Context: an optimization exercise on an open-source flow, tuned for small area, a short achievable clock period and few clock cycles. The choices shown serve that exercise and are no tape-out recipe.
Where RTL was checked, it was by simulation tests only, not by an equivalence proof against the original.
No activity file was given, so power comes from the tool's default toggle rates.

==> run a: inputs <==
Design jel_cap, start of the top module:
module jel_cap (
    input  wire        clk,
    input  wire        rst,           
    input  wire        cmd_valid,
    output wire        cmd_ready,
    input  wire [2:0]  cmd_op,
    input  wire [31:0] cmd_arg,
    input  wire [7:0]  cmd_b,         
    input  wire [31:0] cmd_wb,        
    input  wire [31:0] cmd_hb,        
    input  wire        cmd_ecc,       
    input  wire        cmd_elen,      
    output reg         rsp_valid,
    output wire [7:0]  rsp_code,      
    output wire [31:0] rsp_value
);
Settings: LEC_CHECK=0, CAP_MARGIN=20, CORE_MARGIN=2, CORE_UTILIZATION=40, SLEW_MARGIN=20; clock period 10.0 ns.
standard.sh (not shown) runs the stock make flow with config.mk's settings and CLKGATE_MAP_FILE= SYNTH_SCRIPT=/design/flow/synth_recipe.tcl, a recipe that flattens the netlist after the stock synthesis.
==> flow/flow/run.sh <==
#!/bin/bash
# Layout flow: the standard ORFS flow (standard.sh), with these make
# variables changed (the clock period and the constraints are the standard flow's):
#   ADDER_MAP_FILE=     yosys leaves adders to abc instead of mapping them to
#                       the fa/ha cells (the registers are the same)
#   ABC_AREA=1          abc's area script
#   SETUP_SLACK_MARGIN  repair_timing works on paths until this much slack
#   BUFFER_PORTS_ARGS   the cell that buffers each input and output port
#   CTS_BUF_LIST        the clock tree's buffers
# Each step's full log is in orfs/logs/, make's own output in flow_make.log.
set -uo pipefail
bash standard.sh ADDER_MAP_FILE= ABC_AREA=1 SETUP_SLACK_MARGIN=6 'BUFFER_PORTS_ARGS=-buffer_cell sky130_fd_sc_hd__buf_1' CTS_BUF_LIST=sky130_fd_sc_hd__clkbuf_8 finish > flow_make.log 2>&1
==> run b (differences from run a) <==
--- a/flow/design.v
+++ b/flow/design.v
@@ -37,10 +37,11 @@
     reg [31:0] y;             
     reg        ybig;          
     reg [31:0] h;             
     reg [7:0]  ptr;           
     reg [7:0]  d;             
+    reg [9:0]  d3;            
     reg [7:0]  k;             
     reg [9:0]  k3;            
     reg [7:0]  rem;
     reg [3:0]  dq;            
     assign cmd_ready = rdy;
@@ -63,27 +64,19 @@
                 top_nib[2*j+1] = tb[j] & nh[j];
                 top_nib[2*j]   = tb[j] & ~nh[j];
             end
         end
     endfunction
-    function automatic [3:0] top_val(input [31:0] x);
-        begin
-            top_val = nib_at(x, top_nib(x));
-        end
-    endfunction
     function automatic [3:0] nib_at(input [31:0] x, input [7:0] p);
         integer i;
         begin
             nib_at = 4'd0;
             for (i = 0; i < 8; i = i + 1) nib_at = nib_at | (x[4*i +: 4] & {4{p[i]}});
         end
     endfunction
     wire [9:0] d1 = {2'b00, d};
     wire [9:0] d2 = {1'b0, d, 1'b0};
-    wire [9:0] d3;
-    wire       d3_co;
-    skadd #(.W(10)) u_d3 (.a(d1), .b(d2), .cin(1'b0), .s(d3), .cout(d3_co));
     wire [3:0] nib = nib_at(h, ptr);
     wire [9:0] stA, stB;
     r4step u_sa (.t({rem, nib[3:2]}), .a1(d1), .a2(d2), .a3(d3), .qr(stA));
     r4step u_sb (.t({stA[7:0], nib[1:0]}), .a1(d1), .a2(d2), .a3(d3), .qr(stB));
     wire s_dq = s_div | s_fin;
@@ -125,10 +118,14 @@
                   f_cap ? (ecc & d_le4) : 1'b0;
     wire op_err = ~(f_ecclen | f_eccceil | f_capecc | f_raw | f_cap);
     wire [5:0] err_code = op_err ? C_OPCODE :
                           (f_ecclen && d == 8'd0) ? C_FRAME : C_BLOCKLEN;
     wire is_mulop = cmd_op[2] | (cmd_op[1] & cmd_op[0]);
+    wire [7:0] in_d = (cmd_op == OP_ECCLEN) ? cmd_b - 8'd5 : cmd_b;
+    wire [9:0] in_d3;
+    wire       in_d3_co;
+    skadd #(.W(10)) u_d3 (.a({2'b00, in_d}), .b({1'b0, in_d, 1'b0}), .cin(1'b0), .s(in_d3), .cout(in_d3_co));
     wire [7:0] in_top   = top_nib(cmd_arg);
     wire       in_big   = (cmd_op == OP_ECCLEN) ? (cmd_b > 8'd20) : (cmd_b > 8'd15);
     wire       in_skip  = in_big && (|cmd_arg[31:4]);
     wire [7:0] in_ptr   = in_big ? {1'b0, in_top[7:2], in_top[1] | in_top[0]} : in_top;
     wire [7:0] acc_top  = top_nib(acc);
@@ -258,11 +255,12 @@
             ovf       <= 1'b0;
             ybig      <= 1'b0;
             y         <= cmd_wb;
             h         <= is_mulop ? cmd_hb : cmd_arg;
             ptr       <= in_ptr;
-            d         <= (cmd_op == OP_ECCLEN) ? cmd_b - 8'd5 : cmd_b;
+            d         <= in_d;
+            d3        <= in_d3;
         end
         if (s_mul) begin
             h    <= {2'b00, h[31:2]};
             if (mul_last)
                 y <= elen ? 32'hFFFF_FFFC : 32'd0;    
--- a/flow/flow/run.sh
+++ b/flow/flow/run.sh
@@ -7,6 +7,6 @@
 #   SETUP_SLACK_MARGIN  repair_timing works on paths until this much slack
 #   BUFFER_PORTS_ARGS   the cell that buffers each input and output port
 #   CTS_BUF_LIST        the clock tree's buffers
 # Each step's full log is in orfs/logs/, make's own output in flow_make.log.
 set -uo pipefail
-bash standard.sh ADDER_MAP_FILE= ABC_AREA=1 SETUP_SLACK_MARGIN=6 'BUFFER_PORTS_ARGS=-buffer_cell sky130_fd_sc_hd__buf_1' CTS_BUF_LIST=sky130_fd_sc_hd__clkbuf_8 finish > flow_make.log 2>&1
+bash standard.sh ADDER_MAP_FILE= ABC_AREA=1 SETUP_SLACK_MARGIN=6 'BUFFER_PORTS_ARGS=-buffer_cell sky130_fd_sc_hd__buf_1' CTS_BUF_LIST=sky130_fd_sc_hd__clkbuf_8 CORE_UTILIZATION=25 finish > flow_make.log 2>&1
==> run c (differences from run a) <==
--- a/flow/design.v
+++ b/flow/design.v
@@ -37,10 +37,11 @@
     reg [31:0] y;             
     reg        ybig;          
     reg [31:0] h;             
     reg [7:0]  ptr;           
     reg [7:0]  d;             
+    reg [9:0]  d3;            
     reg [7:0]  k;             
     reg [9:0]  k3;            
     reg [7:0]  rem;
     reg [3:0]  dq;            
     assign cmd_ready = rdy;
@@ -63,27 +64,19 @@
                 top_nib[2*j+1] = tb[j] & nh[j];
                 top_nib[2*j]   = tb[j] & ~nh[j];
             end
         end
     endfunction
-    function automatic [3:0] top_val(input [31:0] x);
-        begin
-            top_val = nib_at(x, top_nib(x));
-        end
-    endfunction
     function automatic [3:0] nib_at(input [31:0] x, input [7:0] p);
         integer i;
         begin
             nib_at = 4'd0;
             for (i = 0; i < 8; i = i + 1) nib_at = nib_at | (x[4*i +: 4] & {4{p[i]}});
         end
     endfunction
     wire [9:0] d1 = {2'b00, d};
     wire [9:0] d2 = {1'b0, d, 1'b0};
-    wire [9:0] d3;
-    wire       d3_co;
-    skadd #(.W(10)) u_d3 (.a(d1), .b(d2), .cin(1'b0), .s(d3), .cout(d3_co));
     wire [3:0] nib = nib_at(h, ptr);
     wire [9:0] stA, stB;
     r4step u_sa (.t({rem, nib[3:2]}), .a1(d1), .a2(d2), .a3(d3), .qr(stA));
     r4step u_sb (.t({stA[7:0], nib[1:0]}), .a1(d1), .a2(d2), .a3(d3), .qr(stB));
     wire s_dq = s_div | s_fin;
@@ -125,10 +118,14 @@
                   f_cap ? (ecc & d_le4) : 1'b0;
     wire op_err = ~(f_ecclen | f_eccceil | f_capecc | f_raw | f_cap);
     wire [5:0] err_code = op_err ? C_OPCODE :
                           (f_ecclen && d == 8'd0) ? C_FRAME : C_BLOCKLEN;
     wire is_mulop = cmd_op[2] | (cmd_op[1] & cmd_op[0]);
+    wire [7:0] in_d = (cmd_op == OP_ECCLEN) ? cmd_b - 8'd5 : cmd_b;
+    wire [9:0] in_d3;
+    wire       in_d3_co;
+    skadd #(.W(10)) u_d3 (.a({2'b00, in_d}), .b({1'b0, in_d, 1'b0}), .cin(1'b0), .s(in_d3), .cout(in_d3_co));
     wire [7:0] in_top   = top_nib(cmd_arg);
     wire       in_big   = (cmd_op == OP_ECCLEN) ? (cmd_b > 8'd20) : (cmd_b > 8'd15);
     wire       in_skip  = in_big && (|cmd_arg[31:4]);
     wire [7:0] in_ptr   = in_big ? {1'b0, in_top[7:2], in_top[1] | in_top[0]} : in_top;
     wire [7:0] acc_top  = top_nib(acc);
@@ -258,11 +255,12 @@
             ovf       <= 1'b0;
             ybig      <= 1'b0;
             y         <= cmd_wb;
             h         <= is_mulop ? cmd_hb : cmd_arg;
             ptr       <= in_ptr;
-            d         <= (cmd_op == OP_ECCLEN) ? cmd_b - 8'd5 : cmd_b;
+            d         <= in_d;
+            d3        <= in_d3;
         end
         if (s_mul) begin
             h    <= {2'b00, h[31:2]};
             if (mul_last)
                 y <= elen ? 32'hFFFF_FFFC : 32'd0;    
--- a/flow/flow/run.sh
+++ b/flow/flow/run.sh
@@ -7,6 +7,6 @@
 #   SETUP_SLACK_MARGIN  repair_timing works on paths until this much slack
 #   BUFFER_PORTS_ARGS   the cell that buffers each input and output port
 #   CTS_BUF_LIST        the clock tree's buffers
 # Each step's full log is in orfs/logs/, make's own output in flow_make.log.
 set -uo pipefail
-bash standard.sh ADDER_MAP_FILE= ABC_AREA=1 SETUP_SLACK_MARGIN=6 'BUFFER_PORTS_ARGS=-buffer_cell sky130_fd_sc_hd__buf_1' CTS_BUF_LIST=sky130_fd_sc_hd__clkbuf_8 finish > flow_make.log 2>&1
+bash standard.sh ADDER_MAP_FILE= ABC_AREA=1 SETUP_SLACK_MARGIN=6.2 'BUFFER_PORTS_ARGS=-buffer_cell sky130_fd_sc_hd__buf_1' CTS_BUF_LIST=sky130_fd_sc_hd__clkbuf_8 CORE_UTILIZATION=30 finish > flow_make.log 2>&1
==> results_dict.tcl <==
set metrics [dict create \
    outcome "timing/DRC/antenna clean" \
    antennaDiodeCount 0 \
    place_ws_ns 5.499 \
    clk_pin_slew_worst_paths_ns 0.11 \
    synth-seq-cells 174 \
    tap-cell-count 773 \
    setup_ws_ns 6.175 \
    post_cts_buffers 3 \
    clockPowerShare_pct 15.3 \
    drt-initial-drc-count 1589 \
    wl_met3_um 4269 \
    synth_edf_count 63 \
    drive_above_1_share_pct 10.00 \
    wl_um 59090 \
]
Source of the figures above: run b

==> results_dict.tcl <==
set metrics [dict create \
    outcome "timing/DRC/antenna clean" \
    clockPowerShare_pct 12.9 \
    clk_pin_slew_worst_paths_ns 0.11 \
    place_ws_ns 5.407 \
    synth-seq-cells 165 \
    drt-initial-drc-count 1597 \
    post_cts_buffers 16 \
    synth_edf_count 54 \
    drive_above_1_share_pct 13.51 \
]
Source of the figures above: run a

==> results_dict.tcl <==
set metrics [dict create \
    outcome "timing/DRC/antenna clean" \
    wl_um 58010 \
    place_ws_ns 5.701 \
    clk_pin_slew_worst_paths_ns 0.10 \
    setup_ws_ns 6.372 \
    clockPowerShare_pct 13.7 \
    cts.sinks 174 \
    finClkSkew_ns 0.01937 \
    pwr-share-comb_pct 60.2 \
    synth_edf_count 63 \
    tap-cell-count 664 \
    post_cts_buffers 15 \
    synth-seq-cells 174 \
    start_util_pct 30.49 \
    crit_start "h[18]" \
]
Source of the figures above: run c

Testbench counts of run b, summed over its fixed seeds: cycles 9,637.
Testbench counts of run c, summed over its fixed seeds: cycles 9,637.
No functional check of the RTL was part of run a.

==> separate check: timing with driven ports <==
The results above use ideal ports. As a check the final layouts listed here were re-extracted and re-timed, cells and wires unchanged.
Step 1 (the two cells are an assumption about what drives the block):
set clk [get_ports {clk}]
set_driving_cell -lib_cell sky130_fd_sc_hd__clkbuf_16 $clk
set_driving_cell -lib_cell sky130_fd_sc_hd__buf_2 [delete_from_list [all_inputs] $clk]
Step 2 also shifts input and output timing later by t, the mid clock arrival at the registers, as if the neighbouring blocks saw the same clock.
Three values: ideal, step 1, step 2; two values: the first two.
| run | t, ns | setup slack, ns | worst register clock-pin slew, ns | cell pins on the clock port's net |
|---|---|---|---|---|
| run a | 0.562 | 6.163 / 6.167 / 5.633 | 0.11 / 0.11 | 1 |
| run b | 0.565 | 6.175 / 6.175 / 5.663 | 0.11 / 0.11 | 1 |
| run c | 0.569 | 6.372 / 6.343 / 5.774 | 0.11 / 0.11 | 1 |
After both steps every run listed still meets setup and hold. The setup slack of run c, which loses most, moves by -0.029 ns with the drivers and by -0.598 ns with both steps.
